Background: an optimization exercise with open tools, aiming at small area, a short achievable clock period and few clock cycles. Do not read the settings as production practice.
The RTL was checked by simulation tests, not by an equivalence proof against the original design.

<file path="flow/design.v">
module fm_semi_rom (
    input  wire [3:0] addr,
    output reg  [16:0] data
);
    always @(*) begin
        case (addr)
            4'd0: data = 17'd65536;
            4'd1: data = 17'd69433;
            4'd2: data = 17'd73562;
            4'd3: data = 17'd77936;
            4'd4: data = 17'd82570;
            4'd5: data = 17'd87480;
            4'd6: data = 17'd92682;
            4'd7: data = 17'd98193;
            4'd8: data = 17'd104032;
            4'd9: data = 17'd110218;
            4'd10: data = 17'd116772;
            4'd11: data = 17'd123715;
            default: data = 17'd0;
        endcase
    end
endmodule
module fm_nfrac_rom (
    input  wire [7:0] addr,
    output reg  [16:0] data
);
    always @(*) begin
        case (addr)
            8'd0: data = 17'd65536;
            8'd1: data = 17'd65551;
            8'd2: data = 17'd65566;
            8'd3: data = 17'd65580;
            8'd4: data = 17'd65595;
            8'd5: data = 17'd65610;
            8'd6: data = 17'd65625;
            8'd7: data = 17'd65640;
            8'd8: data = 17'd65654;
            8'd9: data = 17'd65669;
            8'd10: data = 17'd65684;
            8'd11: data = 17'd65699;
            8'd12: data = 17'd65714;
            8'd13: data = 17'd65729;
            8'd14: data = 17'd65743;
            8'd15: data = 17'd65758;
            8'd16: data = 17'd65773;
            8'd17: data = 17'd65788;
            8'd18: data = 17'd65803;
            8'd19: data = 17'd65818;
            8'd20: data = 17'd65832;
            8'd21: data = 17'd65847;
            8'd22: data = 17'd65862;
            8'd23: data = 17'd65877;
            8'd24: data = 17'd65892;
            8'd25: data = 17'd65907;
            8'd26: data = 17'd65922;
            8'd27: data = 17'd65936;
            8'd28: data = 17'd65951;
            8'd29: data = 17'd65966;
            8'd30: data = 17'd65981;
            8'd31: data = 17'd65996;
            8'd32: data = 17'd66011;
            8'd33: data = 17'd66026;
            8'd34: data = 17'd66041;
            8'd35: data = 17'd66056;
            8'd36: data = 17'd66071;
            8'd37: data = 17'd66085;
            8'd38: data = 17'd66100;
            8'd39: data = 17'd66115;
            8'd40: data = 17'd66130;
            8'd41: data = 17'd66145;
            8'd42: data = 17'd66160;
            8'd43: data = 17'd66175;
            8'd44: data = 17'd66190;
            8'd45: data = 17'd66205;
            8'd46: data = 17'd66220;
            8'd47: data = 17'd66235;
            8'd48: data = 17'd66250;
            8'd49: data = 17'd66265;
            8'd50: data = 17'd66280;
            8'd51: data = 17'd66294;
            8'd52: data = 17'd66309;
            8'd53: data = 17'd66324;
            8'd54: data = 17'd66339;
            8'd55: data = 17'd66354;
            8'd56: data = 17'd66369;
            8'd57: data = 17'd66384;
            8'd58: data = 17'd66399;
            8'd59: data = 17'd66414;
            8'd60: data = 17'd66429;
            8'd61: data = 17'd66444;
            8'd62: data = 17'd66459;
            8'd63: data = 17'd66474;
            8'd64: data = 17'd66489;
            8'd65: data = 17'd66504;
            8'd66: data = 17'd66519;
            8'd67: data = 17'd66534;
            8'd68: data = 17'd66549;
            8'd69: data = 17'd66564;
            8'd70: data = 17'd66579;
            8'd71: data = 17'd66594;
            8'd72: data = 17'd66609;
            8'd73: data = 17'd66624;
            8'd74: data = 17'd66639;
            8'd75: data = 17'd66654;
            8'd76: data = 17'd66670;
            8'd77: data = 17'd66685;
            8'd78: data = 17'd66700;
            8'd79: data = 17'd66715;
            8'd80: data = 17'd66730;
            8'd81: data = 17'd66745;
            8'd82: data = 17'd66760;
            8'd83: data = 17'd66775;
            8'd84: data = 17'd66790;
            8'd85: data = 17'd66805;
            8'd86: data = 17'd66820;
            8'd87: data = 17'd66835;
            8'd88: data = 17'd66850;
            8'd89: data = 17'd66865;
            8'd90: data = 17'd66880;
            8'd91: data = 17'd66896;
            8'd92: data = 17'd66911;
            8'd93: data = 17'd66926;
            8'd94: data = 17'd66941;
            8'd95: data = 17'd66956;
            8'd96: data = 17'd66971;
            8'd97: data = 17'd66986;
            8'd98: data = 17'd67001;
            8'd99: data = 17'd67016;
            8'd100: data = 17'd67032;
            8'd101: data = 17'd67047;
            8'd102: data = 17'd67062;
            8'd103: data = 17'd67077;
            8'd104: data = 17'd67092;
            8'd105: data = 17'd67107;
            8'd106: data = 17'd67122;
            8'd107: data = 17'd67137;
            8'd108: data = 17'd67153;
            8'd109: data = 17'd67168;
            8'd110: data = 17'd67183;
            8'd111: data = 17'd67198;
            8'd112: data = 17'd67213;
            8'd113: data = 17'd67228;
            8'd114: data = 17'd67244;
            8'd115: data = 17'd67259;
            8'd116: data = 17'd67274;
            8'd117: data = 17'd67289;
            8'd118: data = 17'd67304;
            8'd119: data = 17'd67320;
            8'd120: data = 17'd67335;
            8'd121: data = 17'd67350;
            8'd122: data = 17'd67365;
            8'd123: data = 17'd67380;
            8'd124: data = 17'd67395;
            8'd125: data = 17'd67411;
            8'd126: data = 17'd67426;
            8'd127: data = 17'd67441;
            8'd128: data = 17'd67456;
            8'd129: data = 17'd67472;
            8'd130: data = 17'd67487;
            8'd131: data = 17'd67502;
            8'd132: data = 17'd67517;
            8'd133: data = 17'd67532;
            8'd134: data = 17'd67548;
            8'd135: data = 17'd67563;
            8'd136: data = 17'd67578;
            8'd137: data = 17'd67593;
            8'd138: data = 17'd67609;
            8'd139: data = 17'd67624;
            8'd140: data = 17'd67639;
            8'd141: data = 17'd67655;
            8'd142: data = 17'd67670;
            8'd143: data = 17'd67685;
            8'd144: data = 17'd67700;
            8'd145: data = 17'd67716;
            8'd146: data = 17'd67731;
            8'd147: data = 17'd67746;
            8'd148: data = 17'd67761;
            8'd149: data = 17'd67777;
            8'd150: data = 17'd67792;
            8'd151: data = 17'd67807;
            8'd152: data = 17'd67823;
            8'd153: data = 17'd67838;
            8'd154: data = 17'd67853;
            8'd155: data = 17'd67869;
            8'd156: data = 17'd67884;
            8'd157: data = 17'd67899;
            8'd158: data = 17'd67915;
            8'd159: data = 17'd67930;
            8'd160: data = 17'd67945;
            8'd161: data = 17'd67961;
            8'd162: data = 17'd67976;
            8'd163: data = 17'd67991;
            8'd164: data = 17'd68007;
            8'd165: data = 17'd68022;
            8'd166: data = 17'd68037;
            8'd167: data = 17'd68053;
            8'd168: data = 17'd68068;
            8'd169: data = 17'd68083;
            8'd170: data = 17'd68099;
            8'd171: data = 17'd68114;
            8'd172: data = 17'd68129;
            8'd173: data = 17'd68145;
            8'd174: data = 17'd68160;
            8'd175: data = 17'd68176;
            8'd176: data = 17'd68191;
            8'd177: data = 17'd68206;
            8'd178: data = 17'd68222;
            8'd179: data = 17'd68237;
            8'd180: data = 17'd68252;
            8'd181: data = 17'd68268;
            8'd182: data = 17'd68283;
            8'd183: data = 17'd68299;
            8'd184: data = 17'd68314;
            8'd185: data = 17'd68330;
            8'd186: data = 17'd68345;
            8'd187: data = 17'd68360;
            8'd188: data = 17'd68376;
            8'd189: data = 17'd68391;
            8'd190: data = 17'd68407;
            8'd191: data = 17'd68422;
            8'd192: data = 17'd68438;
            8'd193: data = 17'd68453;
            8'd194: data = 17'd68468;
            8'd195: data = 17'd68484;
            8'd196: data = 17'd68499;
            8'd197: data = 17'd68515;
            8'd198: data = 17'd68530;
            8'd199: data = 17'd68546;
            8'd200: data = 17'd68561;
            8'd201: data = 17'd68577;
            8'd202: data = 17'd68592;
            8'd203: data = 17'd68608;
            8'd204: data = 17'd68623;
            8'd205: data = 17'd68639;
            8'd206: data = 17'd68654;
            8'd207: data = 17'd68670;
            8'd208: data = 17'd68685;
            8'd209: data = 17'd68701;
            8'd210: data = 17'd68716;
            8'd211: data = 17'd68732;
            8'd212: data = 17'd68747;
            8'd213: data = 17'd68763;
            8'd214: data = 17'd68778;
            8'd215: data = 17'd68794;
            8'd216: data = 17'd68809;
            8'd217: data = 17'd68825;
            8'd218: data = 17'd68840;
            8'd219: data = 17'd68856;
            8'd220: data = 17'd68871;
            8'd221: data = 17'd68887;
            8'd222: data = 17'd68902;
            8'd223: data = 17'd68918;
            8'd224: data = 17'd68933;
            8'd225: data = 17'd68949;
            8'd226: data = 17'd68965;
            8'd227: data = 17'd68980;
            8'd228: data = 17'd68996;
            8'd229: data = 17'd69011;
            8'd230: data = 17'd69027;
            8'd231: data = 17'd69042;
            8'd232: data = 17'd69058;
            8'd233: data = 17'd69074;
            8'd234: data = 17'd69089;
            8'd235: data = 17'd69105;
            8'd236: data = 17'd69120;
            8'd237: data = 17'd69136;
            8'd238: data = 17'd69152;
            8'd239: data = 17'd69167;
            8'd240: data = 17'd69183;
            8'd241: data = 17'd69198;
            8'd242: data = 17'd69214;
            8'd243: data = 17'd69230;
            8'd244: data = 17'd69245;
            8'd245: data = 17'd69261;
            8'd246: data = 17'd69276;
            8'd247: data = 17'd69292;
            8'd248: data = 17'd69308;
            8'd249: data = 17'd69323;
            8'd250: data = 17'd69339;
            8'd251: data = 17'd69355;
            8'd252: data = 17'd69370;
            8'd253: data = 17'd69386;
            8'd254: data = 17'd69402;
            8'd255: data = 17'd69417;
            default: data = 17'd0;
        endcase
    end
endmodule
module fm_ehi_rom (
    input  wire [7:0] addr,
    output reg  [16:0] data
);
    always @(*) begin
        case (addr)
            8'd0: data = 17'd65536;
            8'd1: data = 17'd65714;
            8'd2: data = 17'd65892;
            8'd3: data = 17'd66071;
            8'd4: data = 17'd66250;
            8'd5: data = 17'd66429;
            8'd6: data = 17'd66609;
            8'd7: data = 17'd66790;
            8'd8: data = 17'd66971;
            8'd9: data = 17'd67153;
            8'd10: data = 17'd67335;
            8'd11: data = 17'd67517;
            8'd12: data = 17'd67700;
            8'd13: data = 17'd67884;
            8'd14: data = 17'd68068;
            8'd15: data = 17'd68252;
            8'd16: data = 17'd68438;
            8'd17: data = 17'd68623;
            8'd18: data = 17'd68809;
            8'd19: data = 17'd68996;
            8'd20: data = 17'd69183;
            8'd21: data = 17'd69370;
            8'd22: data = 17'd69558;
            8'd23: data = 17'd69747;
            8'd24: data = 17'd69936;
            8'd25: data = 17'd70126;
            8'd26: data = 17'd70316;
            8'd27: data = 17'd70507;
            8'd28: data = 17'd70698;
            8'd29: data = 17'd70889;
            8'd30: data = 17'd71082;
            8'd31: data = 17'd71274;
            8'd32: data = 17'd71468;
            8'd33: data = 17'd71661;
            8'd34: data = 17'd71856;
            8'd35: data = 17'd72050;
            8'd36: data = 17'd72246;
            8'd37: data = 17'd72442;
            8'd38: data = 17'd72638;
            8'd39: data = 17'd72835;
            8'd40: data = 17'd73032;
            8'd41: data = 17'd73230;
            8'd42: data = 17'd73429;
            8'd43: data = 17'd73628;
            8'd44: data = 17'd73828;
            8'd45: data = 17'd74028;
            8'd46: data = 17'd74229;
            8'd47: data = 17'd74430;
            8'd48: data = 17'd74632;
            8'd49: data = 17'd74834;
            8'd50: data = 17'd75037;
            8'd51: data = 17'd75240;
            8'd52: data = 17'd75444;
            8'd53: data = 17'd75649;
            8'd54: data = 17'd75854;
            8'd55: data = 17'd76060;
            8'd56: data = 17'd76266;
            8'd57: data = 17'd76473;
            8'd58: data = 17'd76680;
            8'd59: data = 17'd76888;
            8'd60: data = 17'd77096;
            8'd61: data = 17'd77305;
            8'd62: data = 17'd77515;
            8'd63: data = 17'd77725;
            8'd64: data = 17'd77936;
            8'd65: data = 17'd78147;
            8'd66: data = 17'd78359;
            8'd67: data = 17'd78572;
            8'd68: data = 17'd78785;
            8'd69: data = 17'd78998;
            8'd70: data = 17'd79212;
            8'd71: data = 17'd79427;
            8'd72: data = 17'd79642;
            8'd73: data = 17'd79858;
            8'd74: data = 17'd80075;
            8'd75: data = 17'd80292;
            8'd76: data = 17'd80510;
            8'd77: data = 17'd80728;
            8'd78: data = 17'd80947;
            8'd79: data = 17'd81166;
            8'd80: data = 17'd81386;
            8'd81: data = 17'd81607;
            8'd82: data = 17'd81828;
            8'd83: data = 17'd82050;
            8'd84: data = 17'd82273;
            8'd85: data = 17'd82496;
            8'd86: data = 17'd82719;
            8'd87: data = 17'd82944;
            8'd88: data = 17'd83169;
            8'd89: data = 17'd83394;
            8'd90: data = 17'd83620;
            8'd91: data = 17'd83847;
            8'd92: data = 17'd84074;
            8'd93: data = 17'd84302;
            8'd94: data = 17'd84531;
            8'd95: data = 17'd84760;
            8'd96: data = 17'd84990;
            8'd97: data = 17'd85220;
            8'd98: data = 17'd85451;
            8'd99: data = 17'd85683;
            8'd100: data = 17'd85915;
            8'd101: data = 17'd86148;
            8'd102: data = 17'd86382;
            8'd103: data = 17'd86616;
            8'd104: data = 17'd86851;
            8'd105: data = 17'd87086;
            8'd106: data = 17'd87322;
            8'd107: data = 17'd87559;
            8'd108: data = 17'd87796;
            8'd109: data = 17'd88034;
            8'd110: data = 17'd88273;
            8'd111: data = 17'd88513;
            8'd112: data = 17'd88752;
            8'd113: data = 17'd88993;
            8'd114: data = 17'd89234;
            8'd115: data = 17'd89476;
            8'd116: data = 17'd89719;
            8'd117: data = 17'd89962;
            8'd118: data = 17'd90206;
            8'd119: data = 17'd90451;
            8'd120: data = 17'd90696;
            8'd121: data = 17'd90942;
            8'd122: data = 17'd91188;
            8'd123: data = 17'd91436;
            8'd124: data = 17'd91684;
            8'd125: data = 17'd91932;
            8'd126: data = 17'd92181;
            8'd127: data = 17'd92431;
            8'd128: data = 17'd92682;
            8'd129: data = 17'd92933;
            8'd130: data = 17'd93185;
            8'd131: data = 17'd93438;
            8'd132: data = 17'd93691;
            8'd133: data = 17'd93945;
            8'd134: data = 17'd94200;
            8'd135: data = 17'd94455;
            8'd136: data = 17'd94711;
            8'd137: data = 17'd94968;
            8'd138: data = 17'd95226;
            8'd139: data = 17'd95484;
            8'd140: data = 17'd95743;
            8'd141: data = 17'd96002;
            8'd142: data = 17'd96263;
            8'd143: data = 17'd96524;
            8'd144: data = 17'd96785;
            8'd145: data = 17'd97048;
            8'd146: data = 17'd97311;
            8'd147: data = 17'd97575;
            8'd148: data = 17'd97839;
            8'd149: data = 17'd98104;
            8'd150: data = 17'd98370;
            8'd151: data = 17'd98637;
            8'd152: data = 17'd98905;
            8'd153: data = 17'd99173;
            8'd154: data = 17'd99442;
            8'd155: data = 17'd99711;
            8'd156: data = 17'd99982;
            8'd157: data = 17'd100253;
            8'd158: data = 17'd100524;
            8'd159: data = 17'd100797;
            8'd160: data = 17'd101070;
            8'd161: data = 17'd101344;
            8'd162: data = 17'd101619;
            8'd163: data = 17'd101895;
            8'd164: data = 17'd102171;
            8'd165: data = 17'd102448;
            8'd166: data = 17'd102726;
            8'd167: data = 17'd103004;
            8'd168: data = 17'd103283;
            8'd169: data = 17'd103564;
            8'd170: data = 17'd103844;
            8'd171: data = 17'd104126;
            8'd172: data = 17'd104408;
            8'd173: data = 17'd104691;
            8'd174: data = 17'd104975;
            8'd175: data = 17'd105260;
            8'd176: data = 17'd105545;
            8'd177: data = 17'd105831;
            8'd178: data = 17'd106118;
            8'd179: data = 17'd106406;
            8'd180: data = 17'd106694;
            8'd181: data = 17'd106984;
            8'd182: data = 17'd107274;
            8'd183: data = 17'd107565;
            8'd184: data = 17'd107856;
            8'd185: data = 17'd108149;
            8'd186: data = 17'd108442;
            8'd187: data = 17'd108736;
            8'd188: data = 17'd109031;
            8'd189: data = 17'd109326;
            8'd190: data = 17'd109623;
            8'd191: data = 17'd109920;
            8'd192: data = 17'd110218;
            8'd193: data = 17'd110517;
            8'd194: data = 17'd110816;
            8'd195: data = 17'd111117;
            8'd196: data = 17'd111418;
            8'd197: data = 17'd111720;
            8'd198: data = 17'd112023;
            8'd199: data = 17'd112327;
            8'd200: data = 17'd112631;
            8'd201: data = 17'd112937;
            8'd202: data = 17'd113243;
            8'd203: data = 17'd113550;
            8'd204: data = 17'd113858;
            8'd205: data = 17'd114167;
            8'd206: data = 17'd114476;
            8'd207: data = 17'd114787;
            8'd208: data = 17'd115098;
            8'd209: data = 17'd115410;
            8'd210: data = 17'd115723;
            8'd211: data = 17'd116036;
            8'd212: data = 17'd116351;
            8'd213: data = 17'd116667;
            8'd214: data = 17'd116983;
            8'd215: data = 17'd117300;
            8'd216: data = 17'd117618;
            8'd217: data = 17'd117937;
            8'd218: data = 17'd118257;
            8'd219: data = 17'd118577;
            8'd220: data = 17'd118899;
            8'd221: data = 17'd119221;
            8'd222: data = 17'd119544;
            8'd223: data = 17'd119869;
            8'd224: data = 17'd120194;
            8'd225: data = 17'd120519;
            8'd226: data = 17'd120846;
            8'd227: data = 17'd121174;
            8'd228: data = 17'd121502;
            8'd229: data = 17'd121832;
            8'd230: data = 17'd122162;
            8'd231: data = 17'd122493;
            8'd232: data = 17'd122825;
            8'd233: data = 17'd123158;
            8'd234: data = 17'd123492;
            8'd235: data = 17'd123827;
            8'd236: data = 17'd124163;
            8'd237: data = 17'd124500;
            8'd238: data = 17'd124837;
            8'd239: data = 17'd125176;
            8'd240: data = 17'd125515;
            8'd241: data = 17'd125855;
            8'd242: data = 17'd126197;
            8'd243: data = 17'd126539;
            8'd244: data = 17'd126882;
            8'd245: data = 17'd127226;
            8'd246: data = 17'd127571;
            8'd247: data = 17'd127917;
            8'd248: data = 17'd128263;
            8'd249: data = 17'd128611;
            8'd250: data = 17'd128960;
            8'd251: data = 17'd129310;
            8'd252: data = 17'd129660;
            8'd253: data = 17'd130012;
            8'd254: data = 17'd130364;
            8'd255: data = 17'd130718;
            default: data = 17'd0;
        endcase
    end
endmodule
module fm_elo_rom (
    input  wire [7:0] addr,
    output reg  [16:0] data
);
    always @(*) begin
        case (addr)
            8'd0: data = 17'd65536;
            8'd1: data = 17'd65537;
            8'd2: data = 17'd65537;
            8'd3: data = 17'd65538;
            8'd4: data = 17'd65539;
            8'd5: data = 17'd65539;
            8'd6: data = 17'd65540;
            8'd7: data = 17'd65541;
            8'd8: data = 17'd65542;
            8'd9: data = 17'd65542;
            8'd10: data = 17'd65543;
            8'd11: data = 17'd65544;
            8'd12: data = 17'd65544;
            8'd13: data = 17'd65545;
            8'd14: data = 17'd65546;
            8'd15: data = 17'd65546;
            8'd16: data = 17'd65547;
            8'd17: data = 17'd65548;
            8'd18: data = 17'd65548;
            8'd19: data = 17'd65549;
            8'd20: data = 17'd65550;
            8'd21: data = 17'd65551;
            8'd22: data = 17'd65551;
            8'd23: data = 17'd65552;
            8'd24: data = 17'd65553;
            8'd25: data = 17'd65553;
            8'd26: data = 17'd65554;
            8'd27: data = 17'd65555;
            8'd28: data = 17'd65555;
            8'd29: data = 17'd65556;
            8'd30: data = 17'd65557;
            8'd31: data = 17'd65557;
            8'd32: data = 17'd65558;
            8'd33: data = 17'd65559;
            8'd34: data = 17'd65560;
            8'd35: data = 17'd65560;
            8'd36: data = 17'd65561;
            8'd37: data = 17'd65562;
            8'd38: data = 17'd65562;
            8'd39: data = 17'd65563;
            8'd40: data = 17'd65564;
            8'd41: data = 17'd65564;
            8'd42: data = 17'd65565;
            8'd43: data = 17'd65566;
            8'd44: data = 17'd65567;
            8'd45: data = 17'd65567;
            8'd46: data = 17'd65568;
            8'd47: data = 17'd65569;
            8'd48: data = 17'd65569;
            8'd49: data = 17'd65570;
            8'd50: data = 17'd65571;
            8'd51: data = 17'd65571;
            8'd52: data = 17'd65572;
            8'd53: data = 17'd65573;
            8'd54: data = 17'd65573;
            8'd55: data = 17'd65574;
            8'd56: data = 17'd65575;
            8'd57: data = 17'd65576;
            8'd58: data = 17'd65576;
            8'd59: data = 17'd65577;
            8'd60: data = 17'd65578;
            8'd61: data = 17'd65578;
            8'd62: data = 17'd65579;
            8'd63: data = 17'd65580;
            8'd64: data = 17'd65580;
            8'd65: data = 17'd65581;
            8'd66: data = 17'd65582;
            8'd67: data = 17'd65582;
            8'd68: data = 17'd65583;
            8'd69: data = 17'd65584;
            8'd70: data = 17'd65585;
            8'd71: data = 17'd65585;
            8'd72: data = 17'd65586;
            8'd73: data = 17'd65587;
            8'd74: data = 17'd65587;
            8'd75: data = 17'd65588;
            8'd76: data = 17'd65589;
            8'd77: data = 17'd65589;
            8'd78: data = 17'd65590;
            8'd79: data = 17'd65591;
            8'd80: data = 17'd65591;
            8'd81: data = 17'd65592;
            8'd82: data = 17'd65593;
            8'd83: data = 17'd65594;
            8'd84: data = 17'd65594;
            8'd85: data = 17'd65595;
            8'd86: data = 17'd65596;
            8'd87: data = 17'd65596;
            8'd88: data = 17'd65597;
            8'd89: data = 17'd65598;
            8'd90: data = 17'd65598;
            8'd91: data = 17'd65599;
            8'd92: data = 17'd65600;
            8'd93: data = 17'd65600;
            8'd94: data = 17'd65601;
            8'd95: data = 17'd65602;
            8'd96: data = 17'd65603;
            8'd97: data = 17'd65603;
            8'd98: data = 17'd65604;
            8'd99: data = 17'd65605;
            8'd100: data = 17'd65605;
            8'd101: data = 17'd65606;
            8'd102: data = 17'd65607;
            8'd103: data = 17'd65607;
            8'd104: data = 17'd65608;
            8'd105: data = 17'd65609;
            8'd106: data = 17'd65610;
            8'd107: data = 17'd65610;
            8'd108: data = 17'd65611;
            8'd109: data = 17'd65612;
            8'd110: data = 17'd65612;
            8'd111: data = 17'd65613;
            8'd112: data = 17'd65614;
            8'd113: data = 17'd65614;
            8'd114: data = 17'd65615;
            8'd115: data = 17'd65616;
            8'd116: data = 17'd65616;
            8'd117: data = 17'd65617;
            8'd118: data = 17'd65618;
            8'd119: data = 17'd65619;
            8'd120: data = 17'd65619;
            8'd121: data = 17'd65620;
            8'd122: data = 17'd65621;
            8'd123: data = 17'd65621;
            8'd124: data = 17'd65622;
            8'd125: data = 17'd65623;
            8'd126: data = 17'd65623;
            8'd127: data = 17'd65624;
            8'd128: data = 17'd65625;
            8'd129: data = 17'd65625;
            8'd130: data = 17'd65626;
            8'd131: data = 17'd65627;
            8'd132: data = 17'd65628;
            8'd133: data = 17'd65628;
            8'd134: data = 17'd65629;
            8'd135: data = 17'd65630;
            8'd136: data = 17'd65630;
            8'd137: data = 17'd65631;
            8'd138: data = 17'd65632;
            8'd139: data = 17'd65632;
            8'd140: data = 17'd65633;
            8'd141: data = 17'd65634;
            8'd142: data = 17'd65635;
            8'd143: data = 17'd65635;
            8'd144: data = 17'd65636;
            8'd145: data = 17'd65637;
            8'd146: data = 17'd65637;
            8'd147: data = 17'd65638;
            8'd148: data = 17'd65639;
            8'd149: data = 17'd65639;
            8'd150: data = 17'd65640;
            8'd151: data = 17'd65641;
            8'd152: data = 17'd65641;
            8'd153: data = 17'd65642;
            8'd154: data = 17'd65643;
            8'd155: data = 17'd65644;
            8'd156: data = 17'd65644;
            8'd157: data = 17'd65645;
            8'd158: data = 17'd65646;
            8'd159: data = 17'd65646;
            8'd160: data = 17'd65647;
            8'd161: data = 17'd65648;
            8'd162: data = 17'd65648;
            8'd163: data = 17'd65649;
            8'd164: data = 17'd65650;
            8'd165: data = 17'd65650;
            8'd166: data = 17'd65651;
            8'd167: data = 17'd65652;
            8'd168: data = 17'd65653;
            8'd169: data = 17'd65653;
            8'd170: data = 17'd65654;
            8'd171: data = 17'd65655;
            8'd172: data = 17'd65655;
            8'd173: data = 17'd65656;
            8'd174: data = 17'd65657;
            8'd175: data = 17'd65657;
            8'd176: data = 17'd65658;
            8'd177: data = 17'd65659;
            8'd178: data = 17'd65659;
            8'd179: data = 17'd65660;
            8'd180: data = 17'd65661;
            8'd181: data = 17'd65662;
            8'd182: data = 17'd65662;
            8'd183: data = 17'd65663;
            8'd184: data = 17'd65664;
            8'd185: data = 17'd65664;
            8'd186: data = 17'd65665;
            8'd187: data = 17'd65666;
            8'd188: data = 17'd65666;
            8'd189: data = 17'd65667;
            8'd190: data = 17'd65668;
            8'd191: data = 17'd65669;
            8'd192: data = 17'd65669;
            8'd193: data = 17'd65670;
            8'd194: data = 17'd65671;
            8'd195: data = 17'd65671;
            8'd196: data = 17'd65672;
            8'd197: data = 17'd65673;
            8'd198: data = 17'd65673;
            8'd199: data = 17'd65674;
            8'd200: data = 17'd65675;
            8'd201: data = 17'd65675;
            8'd202: data = 17'd65676;
            8'd203: data = 17'd65677;
            8'd204: data = 17'd65678;
            8'd205: data = 17'd65678;
            8'd206: data = 17'd65679;
            8'd207: data = 17'd65680;
            8'd208: data = 17'd65680;
            8'd209: data = 17'd65681;
            8'd210: data = 17'd65682;
            8'd211: data = 17'd65682;
            8'd212: data = 17'd65683;
            8'd213: data = 17'd65684;
            8'd214: data = 17'd65685;
            8'd215: data = 17'd65685;
            8'd216: data = 17'd65686;
            8'd217: data = 17'd65687;
            8'd218: data = 17'd65687;
            8'd219: data = 17'd65688;
            8'd220: data = 17'd65689;
            8'd221: data = 17'd65689;
            8'd222: data = 17'd65690;
            8'd223: data = 17'd65691;
            8'd224: data = 17'd65691;
            8'd225: data = 17'd65692;
            8'd226: data = 17'd65693;
            8'd227: data = 17'd65694;
            8'd228: data = 17'd65694;
            8'd229: data = 17'd65695;
            8'd230: data = 17'd65696;
            8'd231: data = 17'd65696;
            8'd232: data = 17'd65697;
            8'd233: data = 17'd65698;
            8'd234: data = 17'd65698;
            8'd235: data = 17'd65699;
            8'd236: data = 17'd65700;
            8'd237: data = 17'd65700;
            8'd238: data = 17'd65701;
            8'd239: data = 17'd65702;
            8'd240: data = 17'd65703;
            8'd241: data = 17'd65703;
            8'd242: data = 17'd65704;
            8'd243: data = 17'd65705;
            8'd244: data = 17'd65705;
            8'd245: data = 17'd65706;
            8'd246: data = 17'd65707;
            8'd247: data = 17'd65707;
            8'd248: data = 17'd65708;
            8'd249: data = 17'd65709;
            8'd250: data = 17'd65710;
            8'd251: data = 17'd65710;
            8'd252: data = 17'd65711;
            8'd253: data = 17'd65712;
            8'd254: data = 17'd65712;
            8'd255: data = 17'd65713;
            default: data = 17'd0;
        endcase
    end
endmodule
module fm_sine_sq (
    input  wire signed [23:0] n,
    output wire        [23:0] nn
);
    wire        sg = n[23];
    wire [22:0] u  = n[22:0] ^ {23{sg}};
    reg  [47:0] sq;
    integer i;
    always @(*) begin
        sq = sg ? {23'd0, u, 1'b1} : 48'd0;
        for (i = 0; i < 23; i = i + 1)
            sq = sq + ((u[i] ? {47'd0, 1'b1} : 48'd0) << (2 * i))
                    + ((u[i] ? ({25'd0, u} >> (i + 1)) : 48'd0) << (2 * i + 2));
    end
    assign nn = sq[46:23];
endmodule
module fm_sine_t5 (
    input  wire [23:0] nn,
    output wire [24:0] t5
);
    wire signed [47:0] p = $signed({1'b0, nn}) * -48'sd3638733;
    wire signed [47:0] t = 48'sd20372901 + (p >>> 23);
    assign t5 = t[24:0];
endmodule
module fm_sine_t3 (
    input  wire        [23:0] nn,
    input  wire        [24:0] t5,
    output wire signed [26:0] t3
);
    wire [48:0] p = nn * t5;
    wire signed [26:0] hi = {1'b0, p[48:23]};
    assign t3 = -27'sd43066296 + hi;
endmodule
module fm_sine_t1 (
    input  wire        [23:0] nn,
    input  wire signed [26:0] t3,
    output wire        [24:0] t1
);
    wire signed [51:0] p = $signed({1'b0, nn}) * t3;
    wire signed [28:0] hi = p[51:23];
    wire signed [28:0] t = 29'sd26332128 + hi;
    assign t1 = t[24:0];
endmodule
module fm_sine_out (
    input  wire signed [23:0] n,
    input  wire        [24:0] t1,
    output wire signed [24:0] s
);
    wire signed [49:0] p = n * $signed({1'b0, t1});
    assign s = p[47:23];
endmodule
module fm_clip_in (
    input  wire signed [31:0] x,
    output wire               hi,
    output wire               lo,
    output wire        [23:0] xs
);
    assign hi = (x >= 32'sd8388608);
    assign lo = (x <= -32'sd8388608);
    assign xs = x[23:0];
endmodule
module fm_clip_cu (
    input  wire signed [23:0] xs,
    input  wire        [23:0] x2,
    output wire signed [25:0] x3
);
    wire signed [48:0] cu = $signed({1'b0, x2}) * xs;
    assign x3 = cu[48:23];
endmodule
module fm_clip_out (
    input  wire               hi,
    input  wire               lo,
    input  wire signed [23:0] xs,
    input  wire signed [25:0] x3,
    output wire signed [24:0] y
);
    wire signed [26:0] num = 27'sd3 * xs - x3;
    assign y = hi ? 25'sd8388608 : lo ? -25'sd8388608 : num[25:1];
endmodule
module fm_mtof_inc #(
    parameter [63:0] KA4 = 64'd2580187286514
) (
    input  wire [16:0] mant,
    input  wire [7:0]  oct,
    output wire [31:0] inc
);
    wire [58:0] prod = KA4[41:0] * mant;
    wire [5:0]  sh1  = 6'd31 - oct[5:0];                     
    wire [58:0] part = prod >> sh1;
    wire [32:0] rnd  = part[32:0] + 33'd1;
    assign inc = rnd[32:1];
endmodule
module fm_pmap_addr (
    input  wire        dbtoa,
    input  wire [15:0] code,
    output wire [16:0] ra,
    output wire [16:0] rb,
    output wire [7:0]  oct
);
    wire signed [17:0] d    = $signed(code) - 18'sd17664;
    wire signed [9:0]  si   = d[17:8];
    wire [7:0]         fr   = d[7:0];
    wire [8:0]         si_b = si + 10'sd204;
    wire [4:0]         q    = si_b / 9'd12;
    wire [3:0]         s    = si_b % 9'd12;
    wire signed [5:0]  noct = $signed({1'b0, q}) - 6'sd17;
    wire signed [34:0] e = $signed(code) * $signed({1'b0, 18'd174165});
    wire [16:0] semi, nfrac, hi, lo;
    fm_semi_rom  u_semi  (.addr(s),        .data(semi));
    fm_nfrac_rom u_nfrac (.addr(fr),       .data(nfrac));
    fm_ehi_rom   u_ehi   (.addr(e[27:20]), .data(hi));
    fm_elo_rom   u_elo   (.addr(e[19:12]), .data(lo));
    assign ra  = dbtoa ? hi : semi;
    assign rb  = dbtoa ? lo : nfrac;
    assign oct = dbtoa ? {e[34], e[34:28]} : {{2{noct[5]}}, noct};
endmodule
module fm_pmap_mant (
    input  wire [16:0] ra,
    input  wire [16:0] rb,
    output wire [16:0] mant
);
    wire [33:0] p = ra * rb;
    wire [34:0] r = p + 35'd32768;
    assign mant = r[32:16];
endmodule
module fmcore #(
    parameter integer FS_HZ = 48000
) (
    input  wire        clk,
    input  wire        rst,
    input  wire        cmd_valid,
    input  wire [31:0] cmd_data,
    output wire        cmd_ready,
    output reg         rsp_valid,
    output reg  [15:0] rsp_data,
    output reg         smp_valid,
    output wire [47:0] smp_data,
    output wire        err
);
    localparam [63:0] KA4 = (64'd440 * (64'd1 << 49) + FS_HZ) / (2 * FS_HZ);
    localparam [63:0] KHZ = ((64'd1 << 49) + FS_HZ) / (2 * FS_HZ);
    localparam [3:0] OP_NOP = 4'h0, OP_WR = 4'h1, OP_RD = 4'h2, OP_COMMIT = 4'h3,
                     OP_STEP = 4'h4, OP_SINE = 4'h5, OP_CLIP = 4'h6, OP_MTOF = 4'h7,
                     OP_DBTOA = 4'h8, OP_CLRERR = 4'h9;
    localparam [2:0] S_IDLE = 3'd0, S_STEP = 3'd1, S_COMMIT = 3'd2, S_SINE = 3'd3,
                     S_CLIP = 3'd4, S_PU = 3'd5;
    localparam [31:0] INC0  = 32'd731559;
    localparam [16:0] MANT0 = 17'd65536;
    reg [15:0] stg0, stg1, stg2, stg3, stg4;
    reg [15:0] act0, act1, act2, act3, act4;
    reg [15:0] oph;
    reg [47:0] out_r;
    reg [47:0] res;
    reg        pend, err_r;
    reg [3:0]  ecode;
    reg [31:0] phm_arch;         
    reg        cons_d;           
    reg        cm_d, chg_d;      
    reg        rdy;
    reg [2:0]  state;
    reg [2:0]  fcnt;             
    reg [15:0] cimm;             
    reg [23:0] fu_nn;            
    assign cmd_ready = rdy;
    assign smp_data  = out_r;
    assign err       = err_r;
    wire        acc  = cmd_valid && rdy;
    wire [3:0]  op   = cmd_data[31:28];
    wire [6:0]  rsv  = cmd_data[27:21];
    wire [4:0]  addr = cmd_data[20:16];
    wire [15:0] imm  = cmd_data[15:0];
    wire addr_unmapped = (addr >= 5'h05 && addr <= 5'h07) || (addr >= 5'h16);
    wire addr_staging  = (addr <= 5'h04);
    reg [16:0]       ma, md, ma_s, md_s;         
    reg signed [7:0] oa, od, oa_s, od_s;
    reg [31:0]       cinc0, minc, cinc0_s, minc_s;  
    reg        u1_v, u1_db;        reg [2:0] u1_tag;  reg [15:0] u1_code;
    reg        u2_v, u2_db, u2_c;  reg [2:0] u2_tag;  reg [16:0] u2_ra, u2_rb; reg [7:0] u2_oct;
    reg        u3_v, u3_db, u3_c;  reg [2:0] u3_tag;  reg [16:0] u3_mant;     reg [7:0] u3_oct;
    wire gbusy = cm_d || (u2_v && u2_c && u2_tag == 3'd0) || (u3_v && u3_c && u3_tag == 3'd0);
    wire mbusy = cm_d || (u2_v && u2_c && u2_tag == 3'd2) || (u3_v && u3_c && u3_tag == 3'd2);
    wire [16:0] pm_ra, pm_rb, pm_mant;
    wire [7:0]  pm_oct;
    wire [31:0] pm_inc;
    fm_pmap_addr u_pa (.dbtoa(u1_db), .code(u1_code), .ra(pm_ra), .rb(pm_rb), .oct(pm_oct));
    fm_pmap_mant u_pm (.ra(u2_ra), .rb(u2_rb), .mant(pm_mant));
    fm_mtof_inc #(.KA4(KA4)) u_pi (.mant(u3_mant), .oct(u3_oct), .inc(pm_inc));
    reg [31:0] phm_head;         
    reg        v1, v2, v3, v4, v5, v6, v7, v8, v9, v10, v11, v12, v13, v14, v15, v16;
    reg [23:0] r1_nn;  reg signed [23:0] r1_n;
    reg [24:0] r2_t5;  reg [23:0] r2_nn;  reg signed [23:0] r2_n;
    reg signed [26:0] r3_t3; reg [23:0] r3_nn; reg signed [23:0] r3_n;
    reg [24:0] r4_t1;  reg signed [23:0] r4_n;
    reg signed [24:0] r5_ms;
    reg        r6_hi, r6_lo; reg [23:0] r6_xs;
    reg        r7_hi, r7_lo; reg [23:0] r7_xs; reg [23:0] r7_x2;
    reg        r8_hi, r8_lo; reg [23:0] r8_xs; reg signed [25:0] r8_x3;
    reg signed [42:0] r9_p;
    reg signed [42:0] r10_dh;    
    reg [31:0] phc_acc;          
    reg [23:0] r12_nn; reg [31:0] r12_ph;
    reg [24:0] r13_t5; reg [23:0] r13_nn; reg [31:0] r13_ph;
    reg signed [26:0] r14_t3; reg [23:0] r14_nn; reg [31:0] r14_ph;
    reg [24:0] r15_t1; reg [31:0] r15_ph;
    reg signed [24:0] r16_cs; reg [31:0] r16_ph;
    reg        vh, vs;
    reg signed [24:0] h_cs; reg [31:0] h_ph;
    reg signed [24:0] s_cs; reg [31:0] s_ph;
    wire fu_c    = (state == S_SINE);    
    wire fu_m    = (state == S_CLIP);    
    wire adv     = !vs && !fu_c && !fu_m;
    wire inject  = adv && !mbusy;
    wire deliver = adv && v16;
    wire [23:0] fu_n = {oph, cimm} >> 8;
    wire [23:0] m1_nn;  fm_sine_sq  u_m1 (.n(phm_head[31:8]), .nn(m1_nn));
    wire [24:0] m2_t5;  fm_sine_t5  u_m2 (.nn(r1_nn), .t5(m2_t5));
    wire signed [26:0] m3_t3; fm_sine_t3 u_m3 (.nn(r2_nn), .t5(r2_t5), .t3(m3_t3));
    wire [24:0] m4_t1;  fm_sine_t1  u_m4 (.nn(r3_nn), .t3(r3_t3), .t1(m4_t1));
    wire signed [24:0] m5_s; fm_sine_out u_m5 (.n(r4_n), .t1(r4_t1), .s(m5_s));
    wire signed [40:0] drive_prod = $signed(act4) * r5_ms;
    wire        m6_hi, m6_lo; wire [23:0] m6_xs;
    fm_clip_in u_m6 (.x(drive_prod[39:8]), .hi(m6_hi), .lo(m6_lo), .xs(m6_xs));
    wire        f6_hi, f6_lo; wire [23:0] f6_xs;
    fm_clip_in u_f6 (.x({oph, cimm}), .hi(f6_hi), .lo(f6_lo), .xs(f6_xs));
    wire [23:0] m7_x2;  fm_sine_sq  u_m7 (.n(fu_m ? f6_xs : r6_xs), .nn(m7_x2));
    wire signed [25:0] m8_x3;
    fm_clip_cu u_m8 (.xs(fu_m ? f6_xs : r7_xs), .x2(fu_m ? fu_nn : r7_x2), .x3(m8_x3));
    wire signed [24:0] m9_y, f9_y;
    fm_clip_out u_m9 (.hi(r8_hi), .lo(r8_lo), .xs(r8_xs), .x3(r8_x3), .y(m9_y));
    fm_clip_out u_f9 (.hi(f6_hi), .lo(f6_lo), .xs(f6_xs), .x3(res[25:0]), .y(f9_y));
    wire signed [42:0] m9_p  = $signed({1'b0, md}) * m9_y;
    wire signed [75:0] dprod = r9_p * $signed({1'b0, KHZ[32:0]});
    wire [5:0]         dsh2  = 6'd21 - od[5:0];                 
    wire signed [42:0] dpart = r10_dh >>> dsh2;
    wire [32:0]        dfull = dpart[32:0] + 33'd1;
    wire [31:0]        delta = dfull[32:1];
    wire [23:0] c1_nn;  fm_sine_sq  u_c1 (.n(fu_c ? fu_n : phc_acc[31:8]), .nn(c1_nn));
    wire [24:0] c2_t5;  fm_sine_t5  u_c2 (.nn(fu_c ? fu_nn : r12_nn), .t5(c2_t5));
    wire signed [26:0] c3_t3;
    fm_sine_t3 u_c3 (.nn(fu_c ? fu_nn : r13_nn), .t5(fu_c ? res[24:0] : r13_t5), .t3(c3_t3));
    wire [24:0] c4_t1;
    fm_sine_t1 u_c4 (.nn(fu_c ? fu_nn : r14_nn), .t3(fu_c ? $signed(res[26:0]) : r14_t3), .t1(c4_t1));
    wire signed [24:0] c5_s;
    fm_sine_out u_c5 (.n(fu_c ? fu_n : r15_ph[31:8]), .t1(fu_c ? res[24:0] : r15_t1), .s(c5_s));
    wire signed [42:0] gprod   = h_cs * $signed({1'b0, ma});
    wire signed [47:0] gprod_w = gprod;
    wire signed [8:0]  gsh     = 9'sd16 - oa;
    wire [5:0]         gsh1    = gsh[5:0] - 6'd1;
    wire signed [47:0] gpart   = gprod_w >>> gsh1;
    wire signed [47:0] gright  = (gpart + 48'sd1) >>> 1;
    wire [2:0]         gleft   = -gsh[2:0];
    wire signed [47:0] gout    = (gsh > 0) ? gright : (gprod_w <<< gleft);
    reg [15:0] rd_val;
    always @(*) begin
        case (addr)
            5'h00: rd_val = stg0;
            5'h01: rd_val = stg1;
            5'h02: rd_val = stg2;
            5'h03: rd_val = stg3;
            5'h04: rd_val = stg4;
            5'h08: rd_val = act0;
            5'h09: rd_val = act1;
            5'h0A: rd_val = act2;
            5'h0B: rd_val = act3;
            5'h0C: rd_val = act4;
            5'h0D: rd_val = oph;
            5'h0E: rd_val = {8'h00, ecode, 2'b00, err_r, pend};
            5'h0F: rd_val = 16'h464D;
            5'h10: rd_val = out_r[15:0];
            5'h11: rd_val = out_r[31:16];
            5'h12: rd_val = out_r[47:32];
            5'h13: rd_val = res[15:0];
            5'h14: rd_val = res[31:16];
            5'h15: rd_val = res[47:32];
            default: rd_val = 16'h0000;
        endcase
    end
    wire can_step = vh && !gbusy && !mbusy;    
    wire dec_ok   = acc && (op < 4'hA) && (rsv == 7'd0);
    wire consume = (dec_ok && op == OP_STEP && can_step) ||
                   (state == S_STEP && can_step);
    wire do_commit = (dec_ok && op == OP_COMMIT && vh) ||
                     (state == S_COMMIT && vh);
    wire chg   = (stg1 != act1) || (stg2 != act2) || (stg3 != act3) || (stg4 != act4);
    wire flush = cm_d && chg_d;
    wire rq_wr = dec_ok && op == OP_WR && addr <= 5'h03;
    wire rq_fu = dec_ok && (op == OP_MTOF || op == OP_DBTOA);
    task raise_error(input [3:0] code);
        begin
            if (!err_r)
                ecode <= code;
            err_r <= 1'b1;
        end
    endtask
    always @(posedge clk) begin
        if (rst) begin
            rdy       <= 1'b1;
            state     <= S_IDLE;
            fcnt      <= 3'd0;
            cimm      <= 16'd0;
            stg0      <= 16'd0; stg1 <= 16'd0; stg2 <= 16'd0; stg3 <= 16'd0; stg4 <= 16'd0;
            act0      <= 16'd0; act1 <= 16'd0; act2 <= 16'd0; act3 <= 16'd0; act4 <= 16'd0;
            oph       <= 16'd0;
            out_r     <= 48'd0;
            res       <= 48'd0;
            pend      <= 1'b0;
            err_r     <= 1'b0;
            ecode     <= 4'd0;
            rsp_valid <= 1'b0;
            rsp_data  <= 16'd0;
            smp_valid <= 1'b0;
            phm_arch  <= 32'd0;
            cons_d    <= 1'b0;
            cm_d      <= 1'b0;
            chg_d     <= 1'b0;
        end else begin
            rsp_valid <= 1'b0;
            smp_valid <= 1'b0;
            cons_d <= consume;
            if (consume) begin
                out_r     <= gout;
                smp_valid <= 1'b1;
            end
            if (cons_d)
                phm_arch <= phm_arch + minc;
            cm_d  <= do_commit;
            chg_d <= chg;
            if (do_commit) begin
                act0 <= stg0; act1 <= stg1; act2 <= stg2; act3 <= stg3; act4 <= stg4;
                pend <= 1'b0;
            end
            case (state)
                S_IDLE: begin
                    if (acc) begin
                        cimm <= imm;
                        if (op >= 4'hA) begin
                            raise_error(4'd1);
                        end else if (rsv != 7'd0) begin
                            raise_error(4'd2);
                            if (op == OP_RD) begin
                                rsp_valid <= 1'b1;
                                rsp_data  <= 16'h0000;
                            end
                            if (op == OP_STEP)
                                smp_valid <= 1'b1;
                        end else begin
                            case (op)
                                OP_WR: begin
                                    if (addr_unmapped)
                                        raise_error(4'd3);
                                    else if (addr_staging) begin
                                        case (addr[2:0])
                                            3'd0: stg0 <= imm;
                                            3'd1: stg1 <= imm;
                                            3'd2: stg2 <= imm;
                                            3'd3: stg3 <= imm;
                                            default: stg4 <= imm;
                                        endcase
                                        pend <= 1'b1;
                                    end else if (addr == 5'h0D)
                                        oph <= imm;
                                    else
                                        raise_error(4'd4);
                                end
                                OP_RD: begin
                                    rsp_valid <= 1'b1;
                                    rsp_data  <= rd_val;
                                    if (addr_unmapped)
                                        raise_error(4'd3);
                                end
                                OP_COMMIT: begin
                                    if (!vh) begin
                                        rdy   <= 1'b0;
                                        state <= S_COMMIT;
                                    end
                                end
                                OP_STEP: begin
                                    if (!can_step) begin
                                        rdy   <= 1'b0;
                                        state <= S_STEP;
                                    end
                                end
                                OP_SINE: begin
                                    rdy   <= 1'b0;
                                    fcnt  <= 3'd0;
                                    state <= S_SINE;
                                end
                                OP_CLIP: begin
                                    rdy   <= 1'b0;
                                    fcnt  <= 3'd0;
                                    state <= S_CLIP;
                                end
                                OP_MTOF, OP_DBTOA: begin
                                    rdy   <= 1'b0;
                                    state <= S_PU;
                                end
                                OP_CLRERR: begin
                                    err_r <= 1'b0;
                                    ecode <= 4'd0;
                                end
                                default: ;
                            endcase
                        end
                    end
                end
                S_STEP: begin
                    if (can_step) begin
                        rdy   <= 1'b1;
                        state <= S_IDLE;
                    end
                end
                S_COMMIT: begin
                    if (vh) begin
                        rdy   <= 1'b1;
                        state <= S_IDLE;
                    end
                end
                S_SINE: begin
                    fcnt <= fcnt + 3'd1;
                    case (fcnt)
                        3'd0: fu_nn <= c1_nn;
                        3'd1: res <= {23'd0, c2_t5};
                        3'd2: res <= {{21{c3_t3[26]}}, c3_t3};
                        3'd3: res <= {23'd0, c4_t1};
                        default: begin
                            res   <= {{23{c5_s[24]}}, c5_s};
                            rdy   <= 1'b1;
                            state <= S_IDLE;
                        end
                    endcase
                end
                S_CLIP: begin
                    fcnt <= fcnt + 3'd1;
                    case (fcnt)
                        3'd0: fu_nn <= m7_x2;
                        3'd1: res <= {{22{m8_x3[25]}}, m8_x3};
                        default: begin
                            res   <= {{23{f9_y[24]}}, f9_y};
                            rdy   <= 1'b1;
                            state <= S_IDLE;
                        end
                    endcase
                end
                S_PU: begin
                    if (u3_v && u3_tag == 3'd4) begin
                        res   <= u3_db ? {16'h0000, u3_oct, 7'd0, u3_mant} : {16'h0000, pm_inc};
                        rdy   <= 1'b1;
                        state <= S_IDLE;
                    end
                end
                default: begin
                    rdy   <= 1'b1;
                    state <= S_IDLE;
                end
            endcase
        end
    end
    always @(posedge clk) begin
        if (rst) begin
            u1_v <= 1'b0; u2_v <= 1'b0; u3_v <= 1'b0;
            ma <= MANT0; oa <= 8'sd0; md <= MANT0; od <= 8'sd0; cinc0 <= INC0; minc <= INC0;
            ma_s <= MANT0; oa_s <= 8'sd0; md_s <= MANT0; od_s <= 8'sd0; cinc0_s <= INC0; minc_s <= INC0;
        end else begin
            u1_v    <= rq_wr || rq_fu;
            u1_db   <= rq_wr ? (addr[1:0] == 2'd0 || addr[1:0] == 2'd3) : (op == OP_DBTOA);
            u1_tag  <= rq_wr ? {1'b0, addr[1:0]} : 3'd4;
            u1_code <= imm;
            u2_v   <= u1_v;  u2_db  <= u1_db;  u2_tag <= u1_tag;  u2_c <= cm_d;
            u2_ra  <= pm_ra; u2_rb  <= pm_rb;  u2_oct <= pm_oct;
            u3_v   <= u2_v;  u3_db  <= u2_db;  u3_tag <= u2_tag;  u3_c <= u2_c || cm_d;
            u3_mant <= pm_mant; u3_oct <= u2_oct;
            if (cm_d) begin
                ma <= ma_s; oa <= oa_s; md <= md_s; od <= od_s; cinc0 <= cinc0_s; minc <= minc_s;
            end
            if (u3_v) begin
                case (u3_tag)
                    3'd0: begin
                        ma_s <= u3_mant; oa_s <= u3_oct;
                        if (u3_c || cm_d) begin ma <= u3_mant; oa <= u3_oct; end
                    end
                    3'd1: begin
                        cinc0_s <= pm_inc;
                        if (u3_c || cm_d) cinc0 <= pm_inc;
                    end
                    3'd2: begin
                        minc_s <= pm_inc;
                        if (u3_c || cm_d) minc <= pm_inc;
                    end
                    3'd3: begin
                        md_s <= u3_mant; od_s <= u3_oct;
                        if (u3_c || cm_d) begin md <= u3_mant; od <= u3_oct; end
                    end
                    default: ;
                endcase
            end
        end
    end
    always @(posedge clk) begin
        if (rst) begin
            {v1, v2, v3, v4, v5, v6, v7, v8, v9, v10, v11, v12, v13, v14, v15, v16} <= 16'd0;
            vh <= 1'b1; vs <= 1'b0;
            h_cs <= 25'sd0; h_ph <= 32'd0;
            phm_head <= 32'd0;
            phc_acc  <= 32'd0;
        end else begin
            if (inject)
                phm_head <= phm_head + minc;
            if (adv) begin
                v1 <= inject; v2 <= v1; v3 <= v2; v4 <= v3; v5 <= v4; v6 <= v5; v7 <= v6;
                v8 <= v7; v9 <= v8; v10 <= v9; v11 <= v10; v12 <= v11; v13 <= v12;
                v14 <= v13; v15 <= v14; v16 <= v15;
                if (v10)
                    phc_acc <= phc_acc + cinc0 + delta;
            end
            if (deliver && vh) begin
                s_cs <= r16_cs; s_ph <= r16_ph;
            end
            if (consume) begin
                vh <= vs || deliver;
                vs <= 1'b0;
                if (vs) begin
                    h_cs <= s_cs; h_ph <= s_ph;
                end else begin
                    h_cs <= r16_cs; h_ph <= r16_ph;
                end
            end else if (deliver) begin
                vh <= 1'b1;
                vs <= vh;
                if (!vh) begin
                    h_cs <= r16_cs; h_ph <= r16_ph;
                end
            end
            if (flush) begin
                {v1, v2, v3, v4, v5, v6, v7, v8, v9, v10, v11, v12, v13, v14, v15, v16} <= 16'd0;
                vs       <= 1'b0;
                phm_head <= phm_arch;
                phc_acc  <= h_ph;
            end
        end
    end
    always @(posedge clk) begin
        if (adv) begin
            r1_nn <= m1_nn;  r1_n <= phm_head[31:8];
            r2_t5 <= m2_t5;  r2_nn <= r1_nn; r2_n <= r1_n;
            r3_t3 <= m3_t3;  r3_nn <= r2_nn; r3_n <= r2_n;
            r4_t1 <= m4_t1;  r4_n <= r3_n;
            r5_ms <= m5_s;
            r6_hi <= m6_hi;  r6_lo <= m6_lo; r6_xs <= m6_xs;
            r7_hi <= r6_hi;  r7_lo <= r6_lo; r7_xs <= r6_xs; r7_x2 <= m7_x2;
            r8_hi <= r7_hi;  r8_lo <= r7_lo; r8_xs <= r7_xs; r8_x3 <= m8_x3;
            r9_p  <= m9_p;
            r10_dh <= dprod[75:33];
            r12_nn <= c1_nn;  r12_ph <= phc_acc;
            r13_t5 <= c2_t5;  r13_nn <= r12_nn; r13_ph <= r12_ph;
            r14_t3 <= c3_t3;  r14_nn <= r13_nn; r14_ph <= r13_ph;
            r15_t1 <= c4_t1;  r15_ph <= r14_ph;
            r16_cs <= c5_s;   r16_ph <= r15_ph;
        end
    end
endmodule
</file>
<file path="flow/run.sh">
#!/bin/bash
# synth_recipe.tcl (not shown) runs the flow's synth.tcl, then flattens the netlist and writes it again
# the make line also repeats each setting of config.mk as NAME=value (left out here)
make -C /OpenROAD-flow-scripts/flow DESIGN_CONFIG=/design/flow/config.mk WORK_HOME=/design/flow/orfs CLKGATE_MAP_FILE= SYNTH_SCRIPT=/design/flow/synth_recipe.tcl finish
</file>
<file path="flow/config.mk">
export PLATFORM = sky130hd
export DESIGN_NAME = fmcore
export DESIGN_NICKNAME = fmcore
export VERILOG_FILES = /design/flow/design.v
export SDC_FILE = /design/flow/constraint.sdc
export NUM_CORES = 4
export LEC_CHECK = 0
export CAP_MARGIN = 20
export CORE_MARGIN = 2
export CORE_UTILIZATION = 45
export SLEW_MARGIN = 20
</file>
<file path="flow/constraint.sdc">
create_clock -name core_clock -period 50.0 [get_ports {clk}]
set_input_delay 10.0000 -clock core_clock [delete_from_list [all_inputs] [get_ports {clk}]]
set_output_delay 10.0000 -clock core_clock [all_outputs]
set_load 0.01 [all_outputs]
</file>
==> flow_summary.toml <==
[run_status]
status = "complete, no violations"

[synth]
ys_seq_area_share_pct = 12.0
synth_seq_cells = 1693
syn_inst = 40500
ys_types = 117
synth_fp_nets = 51200
synth_edf_count = 989
ys_async_sr_fraction_pct = 0
avgSynthCellArea_um2 = 9.05
synth_ff_type = "edfxtp_1"
synth_area_um2 = 366000
ys_warn_count = 6

[finish]
multi_input_area_um2 = 285000
syn_to_final_growth_pct = 6.19
final_nets = 50500
fillers = 77600
register_area_um2 = 43800
drive_gt1_share_pct = 4.99

[setup_path]
slowest_delay_ps = 730
r2r_end = "res[24]"
crit_type = "reg -> reg"
worstPathMaxFanout = 57
endpoint_kind = "register"
cp-endpoint = "res[24]"
r2r_start = "state[2]"
cp-startpoint = "state[2]"
crit_path_frequent_cell = "fa_1"
crit_required_ps = 50830
rr_worst_depth = 39
critPathTopFamily = "adder cells"
rrSetupSlack_ps = 36340
crit_path_start_kind = "register"
cp_slowest_cell = "o31ai_1"
cp.arrival_ps = 14490
crit_buf_inv = 9
path_depth = 39

[global_route]
antenna_found_initial = 130
grt_use_total_pct = 31.2
grt_max_degree = 132
grt_pass1_vias = 298000
grt.overflow.total = 0
grt_pass1_wl_mm = 1930

[floorplanning]
die_w_um = 906
start_util_pct = 45.1
io_pins = 103
rows = 331
die_area_um2 = 821000
fp.dieH_um = 906
coreArea_um2 = 812000

[sta]
finalWorstSetupSlack_ps = 36340
relSlewSlack_pct = 10.4
period_minus_slack_ps = 13660
drv_slew = 0
tns_ps = 0
tightest_slew_ps = 1340
setup_viol = 0
rsz0062_at_grt = "false"
max_freq_ghz = 0.0732
fin_skew_ps = 128
hold_violations = 0
min_period_over_period_pct = 27.3

[clock_tree]
clock_path_buffers = 4
cts-root-buf = "clkbuf_16"
postCtsSetupRepairBufs = 0
cts.hold.buffers_added = 0
h-tree-depth = 4
clk_pin_slew_ps = 70
clkLatencyLatePin_ps = 1040
cts.sinks = 1693
cts_buffers = 213
cts_tree = "done"
cts_resized = 0

[routing]
drt_wl_total_mm = 1290
drc = 0
routed.top_layer = "met5"
drtPass1Iterations = 8
drt_iter0_markers = 27100
vias = 287000
dr_wl_met2_mm = 550
vias_per_cell = 5.63
wl_met1_mm = 543
wl_met3_mm = 130
wire_per_inst_um = 25.2
ant_nets = 0

[place]
dp_hpwl_mm = 1030
dpl_worst_slack_ps = 35600
numPortBuffers = 102
gp_congestion = 0.999

[worst_hold_path]
hp-class = "reg -> reg"

[run]
max_cap_viol_count = 0
worst min path at each step:
stage | start | end | slack, ps | cells past startpoint
after CTS | r1_n[16] | r2_n[16] | 370 | 0
after global placement | r14_ph[18] | r15_ph[18] | 400 | 0
after detailed placement | r12_ph[13] | r13_ph[13] | 400 | 0
after floorplan | r12_ph[0] | r13_ph[0] | 400 | 0
after global routing | r1_n[16] | r2_n[16] | 380 | 0
final | r1_n[16] | r2_n[16] | 370 | 0
flip-flops by register name, indices dropped and copies added, names as in the netlist, 33 cells and up:
| signal | count |
|---|---|
| out_r | 48 |
| r10_dh | 43 |
| r9_p | 43 |
| res | 33 |
metal layers:
| layer | track usage (%) | vias up |
|---|---|---|
| met3 | 7.77 | 2192 |
| li1 | - | 125000 |
| met4 | 12.5 | 56 |
| met2 | 46.8 | 12700 |
| met5 | 0 | - |
| met1 | 43.6 | 147000 |
logic make-up after synthesis:
group,Yosys count,share of synthesized area [%]
flip-flops,1693,12.0
buffers and inverters,10200,10.5
adder cells (fa/ha/maj),10700,51.1
multiplexers,426,1.32
AND/OR/NAND/NOR,11700,14.3
AO/OA/AOI/OAI,4678,8.37
XOR/XNOR,1022,2.44
cell type report:
| cell class | instances | share of cell area [%] |
|---|---|---|
| Antenna cell | 131 | 0.0843 |
| Clock buffer | 268 | 1.48 |
| Multi-Input combinational cell | 28500 | 73.3 |
| Sequential cell | 1693 | 11.3 |
| Inverter | 8397 | 8.11 |
| Clock inverter | 128 | 0.388 |
| Tap cell | 10800 | 3.48 |
| Timing Repair Buffer | 960 | 1.95 |
per-stage QoR:
step	cell area, µm²	hold slack, ps	cells	util, %
after detailed placement	381000	405	50400	47.0
final	389000	374	50900	47.9
after floorplan	366000	400	40500	-
after global routing	389000	384	50900	47.9
after CTS	388000	373	50800	47.9
after global placement	381000	400	50400	46.9
layout by cell type, fill, tap and decap left out, drive strengths merged, types with 102 or more instances in the layout:
cell type	count
and3	161
buf	859
and2	1395
edfxtp	989
nor2b	145
o21ai	810
mux2i	323
dfxtp	704
nor3	394
diode	131
a21o	282
xor2	395
nand4	126
inv	8398
a31oi	167
o211ai	181
a21oi	1484
fa	7154
xnor2	627
o221ai	117
ha	3523
nand3	312
or2	415
o21a	151
a22oi	102
nand2b	192
clkbuf	268
nor2	2588
a211oi	340
nand2	5653
synthesized netlist by cell type, types with 627 or more instances:
cell type  instances  area, µm²
inv_1           8371      31400
clkbuf_1        1674       6280
and2_1          1392       8710
xnor2_1          627       5490
edfxtp_1         989      29700
fa_1            7154     143000
dfxtp_1          704      14100
ha_1            3523      44100
nor2_1          2588       9710
o21ai_0          793       3970
nand2_1         5653      21200
a21oi_1         1478       7400
Testbench counts, summed over its fixed seeds: cycles 8,559.

-- separate check: timing with driven ports --
Ports are ideal in the flow. The routed layout listed here was re-timed in OpenROAD. Step 1 sets driving cells, clkbuf_16 on the clock port and buf_2 on the other inputs (assumed; they add their load-dependent delay and slew). Step 2 moves the port delays by t, midway between the first and last clock arrival at a register: inputs arrive t later, outputs are due t later. That takes back most of the time a late clock gives input paths. Slacks: ideal ports / drivers / drivers and shift; pairs: ideal ports / drivers.
shift t [ns]: 1.125
setup WS [ns]: 36.336 / 36.336 / 35.419
clock arrival spread, ns: 0.137 / 0.137
slew at the worst register clock pin (ns): 0.08 / 0.08
pins driven straight from the clock port: 1
After both steps setup and hold are still met in this run. The setup slack of this run moves by 0.000 ns with the drivers and by -0.917 ns with both steps.
